This design comes from an exercise in tuning for small area and few clock cycles on the open sky130 flow, not from production work.
Where RTL was checked, it was by simulation tests only, not by an equivalence proof against the original.
Power is estimated from default activity; no workload was simulated.

branch cedar:
// sponge_engine
module sponge_engine (
    input  wire          clk,
    input  wire          rst,
    input  wire          cmd_valid,
    output wire          cmd_ready,
    input  wire [31:0]   cmd_hdr,
    input  wire          din_valid,
    output wire          din_ready,
    input  wire [126:0]  din_data,
    output wire          rsp_valid,
    input  wire          rsp_ready,
    output wire [31:0]   rsp_word,
    output wire          dout_valid,
    input  wire          dout_ready,
    output wire [126:0]  dout_data,
    output wire          dout_last,
    output wire          preq_valid,
    input  wire          preq_ready,
    output wire [507:0]  preq_state,
    input  wire          prsp_valid,
    output wire          prsp_ready,
    input  wire [507:0]  prsp_state,
    output wire          st_busy,
    output wire [2:0]    st_fault,
    output wire [4:0]    st_io_count,
    output wire [4:0]    st_pattern_len,
    output wire [5:0]    st_out_len
);
Size in the first run: roughly 12,000 cells after synthesis, about 5,000 flip-flops, about 1,400 I/O pins.
export LEC_CHECK = 0
export CAP_MARGIN = 20
export CORE_MARGIN = 2
export CORE_UTILIZATION = 40
export SLEW_MARGIN = 20
create_clock -name core_clock -period 14.0 [get_ports {clk}]
standard.sh (not shown) runs the stock make flow with config.mk's settings and CLKGATE_MAP_FILE= SYNTH_SCRIPT=/design/flow/synth_recipe.tcl, a recipe that flattens the netlist after the stock synthesis.
==> flow/flow/run.sh <==
#!/bin/bash
# Layout flow: the standard flow with buf_1 port buffers and a lighter clock tree.
set -e
export BUFFER_PORTS_ARGS="-buffer_cell sky130_fd_sc_hd__buf_1"
export CTS_ARGS="-sink_clustering_enable -repair_clock_nets -dont_use_dummy_load -buf_list {sky130_fd_sc_hd__clkbuf_4 sky130_fd_sc_hd__clkbuf_8} -sink_clustering_size 14 -sink_clustering_max_diameter 60"
bash standard.sh > standard.log 2>&1
> inputs changed (branch cedar -> branch harbor)
--- a/flow/design.v
+++ b/flow/design.v
@@ -134,37 +134,44 @@
     assign st_io_count    = io_count;
     assign st_pattern_len = pattern_len;
     assign st_out_len     = out_len;
     reg  clr_q;
     wire clr = clr_q;
     wire [1:0] apos = absorb_pos;
     wire add_now = abs_free && din_valid && rem_nz && (absorb_pos != 2'd3);
     wire park_req  = abs_req && din_valid && rem_nz && preq_ready;    
     wire wait_in   = abs_wait && din_valid && rem_nz && (nb != 2'd3);
     wire park_wait = wait_in && !prsp_in;                            
     wire comb      = prsp_in;                               
-    reg [3:1] sel_f, sel_w, sel_c;
+    reg [3:1] xl, xp, yl, yd;
     integer k;
     always @* begin
         for (k = 1; k <= 3; k = k + 1) begin
-            sel_f[k] = abs_free && rem_nz && (absorb_pos == k - 1);   
-            sel_w[k] = abs_wait && rem_nz && (nb == k - 1);           
-            sel_c[k] = abs_wait && (nb >= k);                         
+            xl[k] = 1'b1; xp[k] = 1'b0; yl[k] = 1'b0; yd[k] = 1'b0;
+            if (clr) begin
+                xl[k] = 1'b0;
+            end else if (comb) begin
+                xl[k] = 1'b0; xp[k] = 1'b1;
+                if (phase == ABS) begin
+                    if (k <= nb) yl[k] = 1'b1;
+                    else if ((k == nb + 1) && wait_in) yd[k] = 1'b1;
+                end
+            end else if (add_now) begin
+                if (k == apos + 1) yd[k] = 1'b1;
+            end else if (park_req) begin
+                if (k == 1) begin xl[k] = 1'b0; yd[k] = 1'b1; end
+            end else if (park_wait) begin
+                if (k == nb + 1) begin xl[k] = 1'b0; yd[k] = 1'b1; end
+            end
         end
     end
-    wire       sel_r = abs_req && rem_nz;                             
-    wire [3:1] park  = {3{din_valid}} & (sel_w | {2'b00, sel_r && preq_ready});
-    wire [3:1] xl = {3{!clr && !comb}} & ~park;
-    wire [3:1] xp = {3{!clr && comb}};
-    wire [3:1] yl = {3{!clr && comb}} & sel_c;
-    wire [3:1] yd = {3{!clr && din_valid}} & (sel_f | sel_w | {2'b00, sel_r && preq_ready});
     wire [FB-1:0] x1 = ({FB{xl[1]}} & lane1) | ({FB{xp[1]}} & prsp_state[2*FB-1:FB]);
     wire [FB-1:0] x2 = ({FB{xl[2]}} & lane2) | ({FB{xp[2]}} & prsp_state[3*FB-1:2*FB]);
     wire [FB-1:0] x3 = ({FB{xl[3]}} & lane3) | ({FB{xp[3]}} & prsp_state[4*FB-1:3*FB]);
     wire [FB-1:0] y1 = ({FB{yl[1]}} & lane1) | ({FB{yd[1]}} & din_data);
     wire [FB-1:0] y2 = ({FB{yl[2]}} & lane2) | ({FB{yd[2]}} & din_data);
     wire [FB-1:0] y3 = ({FB{yl[3]}} & lane3) | ({FB{yd[3]}} & din_data);
     wire [FB-1:0] s1, s2, s3;
     sponge_madd u_add1 (.a(x1), .b(y1), .s(s1));
     sponge_madd u_add2 (.a(x2), .b(y2), .s(s2));
     sponge_madd #(.BW(4)) u_add3 (.a(x3), .b(y3), .s(s3));
     assign preq_state = {s3, lane2, lane1, lane0};
--- outcome ---
- Changes observed in branch harbor relative to branch cedar: combinational group share of total power now sits lower, number of hold-repair buffers added at the cts stage now sits at about the same level, static leakage now sits lower, total design power now sits lower.
- Any difference in multi-input combinational area share between branch harbor and branch cedar is small enough to ignore.
- | setup slack after placement | lower: branch harbor |
Testbench counts of branch harbor, summed over its fixed seeds: cycles 10,061.
For branch cedar, only the layout was checked, not whether the RTL still works.

========
Setup of red:
Another version of the RTL of sponge_engine (not shown whole).
Size in the first run: roughly 13000 cells after synthesis, about 5000 flip-flops, roughly 1400 I/O pins.
==> module sponge_madd, before the edit <==
module sponge_madd (
    input  wire [126:0] a,
    input  wire [126:0] b,
    output wire [126:0] s
);
    localparam N  = 127;
    localparam BW = 8;
    localparam NB = 16;
    wire [N-1:0] p = a ^ b;
    wire [N-1:0] g = a & b;
    wire [N:0] cz;
    wire [N:0] c;
    wire [NB-1:0] bg, bp;
    wire [NB:0]   bcz;       
    wire [NB:0]   bpp;       
    wire [NB-1:0] bcin;
    wire          cin;
    genvar i, j;
    generate
        for (j = 0; j < NB; j = j + 1) begin : blk
            localparam LO = j * BW;
            localparam HI = (j * BW + BW - 1 < N - 1) ? (j * BW + BW - 1) : (N - 1);
            assign cz[LO] = 1'b0;
            for (i = LO; i <= HI; i = i + 1) begin : bit_z
                if (i < HI) assign cz[i+1] = g[i] | (p[i] & cz[i]);
            end
            assign bg[j] = g[HI] | (p[HI] & cz[HI]);
            assign bp[j] = &p[HI:LO];
            assign c[LO] = bcin[j];
            for (i = LO; i <= HI; i = i + 1) begin : bit_c
                if (i < HI) assign c[i+1] = g[i] | (p[i] & c[i]);
                assign s[i] = p[i] ^ c[i];
            end
        end
        assign bcz[0] = 1'b0;
        assign bpp[0] = 1'b1;
        for (j = 0; j < NB; j = j + 1) begin : bchain
            assign bcz[j+1] = bg[j] | (bp[j] & bcz[j]);
            assign bpp[j+1] = bpp[j] & bp[j];
        end
        assign cin = bcz[NB] | bpp[NB];
        for (j = 0; j < NB; j = j + 1) begin : bcin_g
            assign bcin[j] = bcz[j] | (cin & bpp[j]);
        end
    endgenerate
    assign c[N] = 1'b0;
    assign cz[N] = 1'b0;
endmodule
export LEC_CHECK = 0
export CAP_MARGIN = 20
export CORE_MARGIN = 2
export CORE_UTILIZATION = 40
export SLEW_MARGIN = 20
create_clock -name core_clock -period 14.0 [get_ports {clk}]
Scripts as last shown in full above: flow/flow/run.sh
Changes in blue relative to red:
==> flow/design.v, changed modules only <==
module sponge_madd (
    input  wire [126:0] a,
    input  wire [126:0] b,
    output wire [126:0] s
);
    localparam N  = 127;
    localparam BW = 8;
    localparam NB = 16;
    wire [N-1:0] p = a ^ b;
    wire [N-1:0] g = a & b;
    wire [N:0] cz;
    wire [N:0] c;
    wire [NB-1:0] bg, bp;
    wire [NB:0]   bcz;       
    wire [NB:0]   bpp;       
    wire [NB-1:0] bcin;
    wire          cin;
    genvar i, j;
    generate
        for (j = 0; j < NB; j = j + 1) begin : blk
            localparam LO = j * BW;
            localparam HI = (j * BW + BW - 1 < N - 1) ? (j * BW + BW - 1) : (N - 1);
            assign cz[LO] = 1'b0;
            for (i = LO; i <= HI; i = i + 1) begin : bit_z
                if (i < HI) assign cz[i+1] = g[i] | (p[i] & cz[i]);
            end
            assign bg[j] = g[HI] | (p[HI] & cz[HI]);
            assign bp[j] = &p[HI:LO];
            assign c[LO] = bcin[j];
            for (i = LO; i <= HI; i = i + 1) begin : bit_c
                if (i < HI) assign c[i+1] = g[i] | (p[i] & c[i]);
                assign s[i] = p[i] ^ c[i];
            end
        end
        wire [NB/4-1:0] sg, sp;
        wire [NB/4:0]   scz, spp;
        for (j = 0; j < NB/4; j = j + 1) begin : sgrp
            assign sg[j] = bg[4*j+3] | (bp[4*j+3] & (bg[4*j+2] | (bp[4*j+2] & (bg[4*j+1] | (bp[4*j+1] & bg[4*j])))));
            assign sp[j] = &bp[4*j+3:4*j];
        end
        assign scz[0] = 1'b0;
        assign spp[0] = 1'b1;
        for (j = 0; j < NB/4; j = j + 1) begin : schain
            assign scz[j+1] = sg[j] | (sp[j] & scz[j]);
            assign spp[j+1] = spp[j] & sp[j];
        end
        for (j = 0; j < NB; j = j + 1) begin : bchain
            if (j % 4 == 0) begin : b0
                assign bcz[j] = scz[j/4];
                assign bpp[j] = spp[j/4];
            end else begin : bn
                assign bcz[j] = bg[j-1] | (bp[j-1] & bcz[j-1]);
                assign bpp[j] = bpp[j-1] & bp[j-1];
            end
        end
        assign bcz[NB] = scz[NB/4];
        assign bpp[NB] = spp[NB/4];
        assign cin = bcz[NB] | bpp[NB];
        for (j = 0; j < NB; j = j + 1) begin : bcin_g
            assign bcin[j] = bcz[j] | (cin & bpp[j]);
        end
    endgenerate
    assign c[N] = 1'b0;
    assign cz[N] = 1'b0;
endmodule
Results
- Summary: with red as the reference, routed wire length in blue moved down slightly.
- From red to blue the numbers moved as follows: power rose 10%, die outline width dropped about 0.7%, wire length on met1 moved up, tightest slew margin relative to the limit -10 points.
Function was not checked in any run of this note: the RTL went through the layout flow alone.

-- static timing again, ports no longer ideal --
Ports are ideal in the flow. The routed layouts listed here were re-timed in OpenROAD.
Step 1 assumes that a clkbuf_16 drives the clock port and a buf_2 every other input.
Step 2 also shifts input and output timing later by t, the mid clock arrival at the registers, as if the neighbouring blocks saw the same clock.
a / b / c = ideal ports / drivers / drivers and shift; a / b = the first two.
run | t (ns) | setup WS [ns] | latest minus earliest clock arrival (ns)
branch cedar | 1.230 | 0.237 / 0.201 / 0.201 | 0.230 / 0.229
branch harbor | 1.218 | 0.304 / 0.180 / 0.221 | 0.152 / 0.153
red | 1.258 | 0.165 / 0.145 / 0.145 | 0.186 / 0.186
blue | 1.243 | 0.125 / 0.101 / 0.101 | 0.179 / 0.179
After both steps every run listed still meets setup and hold. For branch harbor, which loses most, drivers alone change the setup slack by -0.124 ns; drivers and shift together by -0.083 ns.
